Background: an optimization exercise with open tools, aiming at small area, a short achievable clock period and few clock cycles. Do not read the settings as production practice. In this exercise RTL edits were held to simulation tests only and were not proved equivalent to the original. Power figures rest on the tool's default switching activity, not on a simulated workload.

## gfd
module gfd (
    input  wire        clk,
    input  wire        rst,
    input  wire        cmd_valid,
    output wire        cmd_ready,
    input  wire [15:0] cmd,
    input  wire        h_req,
    input  wire        h_we,
    input  wire [9:0]  h_addr,
    input  wire [7:0]  h_wdata,
    output reg  [7:0]  h_rdata,
    output wire        h_ready,
    output wire        busy,
    output wire        fault
);
    localparam [3:0] OP_SHLC    = 4'h1;
    localparam [3:0] OP_DOUBLE  = 4'h2;
    localparam [3:0] OP_XORINTO = 4'h3;
    localparam [3:0] OP_XORTO   = 4'h4;
    localparam [3:0] OP_XORR    = 4'h5;
    localparam [3:0] OP_SETLEN  = 4'h6;
    localparam [1:0] CAUSE_ILLEGAL = 2'd1;
    localparam [1:0] CAUSE_SIZE    = 2'd2;
    localparam [1:0] CAUSE_LENGTH  = 2'd3;
    reg [4095:0] cells;           
    reg [31:0]   lens_q;          
    reg          carry_q;
    reg          fault_q;
    reg [1:0]    cause_q;
    reg          busy_q;
    reg          shift_q;         
  ...
clock: 12.0 ns
lec_check: 0
abc_area: 0
cap_margin: 40
core_margin: 2
core_utilization: 35
cts_cluster_diameter: 80
cts_cluster_size: 20
place_density: 0.65
setup_slack_margin: 5
slew_margin: 40
synth_hierarchical: 1
tns_end_percent: 5
run.sh (not shown) runs the stock make flow with config.mk's settings and CLKGATE_MAP_FILE= SYNTH_SCRIPT=/design/flow/synth_recipe.tcl, a recipe that flattens the netlist after the stock synthesis.
Testbench counts at the start, summed over its fixed seeds: cycles 57,500.
Change:
--- a/flow/design.v
+++ b/flow/design.v
@@ -129,28 +129,27 @@
                     assign b[(4*k + c)*8 +: 8] = cells[(128*k + 32*c + g)*8 +: 8];
                 end
             end
             gfd_sel16 u_p (.b(b), .s(p_sel[16*(g/4) +: 16]), .y(port_p[g*8 +: 8]));
         end
     endgenerate
     wire [31:0] h_lane = h_addr[9] ? 32'd0 : (32'd1 << h_addr[4:0]);
     wire [31:0] j_lane = 32'd1 << j_q[4:0];
     wire [31:0] w_lane = 32'd1 << w_q[4:0];
+    wire [31:0] b_lane = busy_q ? j_lane : h_lane;
     wire [7:0]  ser_byte;
     wire [31:0] host_grp_n;                        
-    wire [31:0] ser_grp;
     generate
         for (g = 0; g < 4; g = g + 1) begin : g_bsel
-            gfd_bsel8n u_hsel (.v(port_p[64*g +: 64]), .oh(h_lane[8*g +: 8]), .yn(host_grp_n[8*g +: 8]));
-            gfd_bsel8 u_ssel (.v(port_p[64*g +: 64]), .oh(j_lane[8*g +: 8]), .y(ser_grp[8*g +: 8]));
+            gfd_bsel8n u_hsel (.v(port_p[64*g +: 64]), .oh(b_lane[8*g +: 8]), .yn(host_grp_n[8*g +: 8]));
         end
     endgenerate
-    assign ser_byte  = ser_grp[7:0] | ser_grp[15:8] | ser_grp[23:16] | ser_grp[31:24];
+    assign ser_byte = ~(host_grp_n[7:0] & host_grp_n[15:8] & host_grp_n[23:16] & host_grp_n[31:24]);
     wire [3:0] msb_b0 = {cells[3*1024 + 7], cells[2*1024 + 7], cells[1024 + 7], cells[7]};
     wire       top    = msb_b0[rp_q];
     wire [7:0]  rem = n_q - {1'b0, c_q, 5'd0};    
     wire [32:0] therm;                             
     generate
         for (g = 0; g <= 32; g = g + 1) begin : g_therm
             assign therm[g] = (g < rem);
         end
     endgenerate
After rerunning:
- The new run produced a clean layout
- cell area drops by 2.3%
- first-iteration DRC count drops by 17%
- setup slack is worse by 0.30 ns
- cell count falls by 2.4%
- combinational power goes down by 16%
- clock-buffer cell count grows by 2
- sequential power hardly moves
- non-clock buffer count fell by 256
- clock power decreases by about 1%
- routed wire length decreases by 5.2%
- critical path depth increases by 3
- utilization falls by 0.65 points
- via count came out lower by 4.5%
- flip-flop and latch count stays the same
Testbench counts after the change, summed over its fixed seeds: cycles 57,500.


run Z:
gfd, a different RTL version from the one above (not shown whole).
Size in the first run: ~11000 cells after synthesis, about 4400 flip-flops, about 51 I/O pins, ~180000 um^2 of cells after synthesis.
Design gfd, start of the top module:
module gfd (
    input  wire        clk,
    input  wire        rst,
    input  wire        cmd_valid,
    output wire        cmd_ready,
    input  wire [15:0] cmd,
    input  wire        h_req,
    input  wire        h_we,
    input  wire [9:0]  h_addr,
    input  wire [7:0]  h_wdata,
    output reg  [7:0]  h_rdata,
    output wire        h_ready,
    output wire        busy,
    output wire        fault
);
Settings: LEC_CHECK=0, ABC_AREA=0, CAP_MARGIN=60, CORE_MARGIN=2, CORE_UTILIZATION=35, CTS_CLUSTER_DIAMETER=80, CTS_CLUSTER_SIZE=20, PLACE_DENSITY=0.65, SETUP_SLACK_MARGIN=5, SLEW_MARGIN=60, SYNTH_HIERARCHICAL=1, TNS_END_PERCENT=5; clock period 12.0 ns.
Run Z ran to completion and came out clean on the timing, design-rule and antenna checks.
Testbench counts of run Z, summed over its fixed seeds: cycles 57,500.
The inputs of run H differ from those of run Z as listed below.
--- a/flow/design.v
+++ b/flow/design.v
@@ -131,24 +131,23 @@
             end
             gfd_sel16 u_p (.b(b), .s(p_sel[16*(g/4) +: 16]), .y(port_p[g*8 +: 8]));
         end
     endgenerate
     wire [31:0] h_lane = h_addr[9] ? 32'd0 : (32'd1 << h_addr[4:0]);
     wire [31:0] j_lane = 32'd1 << j_q[4:0];
     wire [31:0] w_lane = 32'd1 << w_q[4:0];
+    wire [31:0] b_lane = busy_q ? j_lane : h_lane;
     wire [7:0]  ser_byte;
     wire [31:0] host_grp_n;                        
-    wire [31:0] ser_grp;
     generate
         for (g = 0; g < 4; g = g + 1) begin : g_bsel
-            gfd_bsel8n u_hsel (.v(port_p[64*g +: 64]), .oh(h_lane[8*g +: 8]), .yn(host_grp_n[8*g +: 8]));
-            gfd_bsel8 u_ssel (.v(port_p[64*g +: 64]), .oh(j_lane[8*g +: 8]), .y(ser_grp[8*g +: 8]));
+            gfd_bsel8n u_hsel (.v(port_p[64*g +: 64]), .oh(b_lane[8*g +: 8]), .yn(host_grp_n[8*g +: 8]));
         end
     endgenerate
-    assign ser_byte  = ser_grp[7:0] | ser_grp[15:8] | ser_grp[23:16] | ser_grp[31:24];
+    assign ser_byte = ~(host_grp_n[7:0] & host_grp_n[15:8] & host_grp_n[23:16] & host_grp_n[31:24]);
     wire [3:0] msb_b0 = {cells[3*1024 + 7], cells[2*1024 + 7], cells[1024 + 7], cells[7]};
     wire       top    = msb_b0[rp_q];
     wire [7:0]  rem = n_q - {1'b0, c_q, 5'd0};    
     wire [32:0] therm;                             
     generate
         for (g = 0; g <= 32; g = g + 1) begin : g_therm
             assign therm[g] = (g < rem);
@@ -183,22 +182,23 @@
             gfd_lane #(.HASPOLY(HASPOLY)) u_lane (
                 .pb(port_p[g*8 +: 8]), .cin(cin), .qb(port_t[g*8 +: 8]), .sbyte(ser_byte), .sh(sh_e),
                 .pass(pass_e), .sw(ser_e & w_lane[g]), .hwd(h_wdata), .hw(hw_e), .poly(poly),
                 .src(src[g*8 +: 8]));
             assign lmask[g] = ser_q ? w_lane[g] : therm[g];
         end
     endgenerate
-    wire [15:0] rc_en = busy_q ? (ph_q ? 16'd0 : (16'd1 << {rd_q, wr_ch})) :
+    wire [15:0] rc_en = rst ? 16'hFFFF :
+                        busy_q ? (ph_q ? 16'd0 : (16'd1 << {rd_q, wr_ch})) :
                         (host_we ? (16'd1 << h_addr[8:5]) : 16'd0);
-    wire [31:0] lane_en = busy_q ? lmask : h_lane;
+    wire [31:0] lane_en = rst ? 32'hFFFF_FFFF : busy_q ? lmask : h_lane;
     generate
         for (k = 0; k < 4; k = k + 1) begin : g_reg
             for (c = 0; c < 4; c = c + 1) begin : g_chunk
                 for (g = 0; g < 32; g = g + 1) begin : g_cell
-                    wire cell_en = rst || (rc_en[4*k + c] && lane_en[g]);
+                    wire cell_en = rc_en[4*k + c] && lane_en[g];
                     always @(posedge clk) begin
                         if (cell_en)
                             cells[(128*k + 32*c + g)*8 +: 8] <= src[g*8 +: 8];
                     end
                 end
             end
         end
==> comparison <==
[compare] base=run Z new=run H: number of buffers outside the clock class in the layout grew by 72; adder-cell share of the synthesized area neither gained nor lost much; share of power burned in combinational logic comparable; logic depth of the worst path, buffers included rose by 4; number of vias after detailed routing lost about 4%.
Testbench counts of run H, summed over its fixed seeds: cycles 57,500.

## port drivers added, routing unchanged
The flow's constraints put no driver on any port. The routed layouts listed below were extracted and timed again, unchanged, in two steps. Step 1 assumes that a clkbuf_16 drives the clock port and a buf_2 every other input. Step 2, shift: input delay + t, output delay - t, t = (earliest + latest rising clock arrival at the registers) / 2. This alone moves slack from input paths to output paths. a / b / c = no drivers / after step 1 / after step 2; a / b = the first two.
| run | t (ns) | setup WS [ns] | pins driven straight from the clock port |
|---|---|---|---|
| the first run of note 1 | 1.073 | 3.610 / 3.335 / 3.011 | 1 |
| the second run of note 1 | 1.065 | 3.305 / 2.942 / 2.942 | 1 |
| run Z | 1.078 | 3.671 / 3.162 / 3.138 | 1 |
| run H | 1.103 | 3.571 / 3.106 / 2.546 | 1 |
After both steps every run listed still meets setup and hold. The setup slack of run H, which loses most, moves by -0.465 ns with the drivers and by -1.025 ns with both steps.
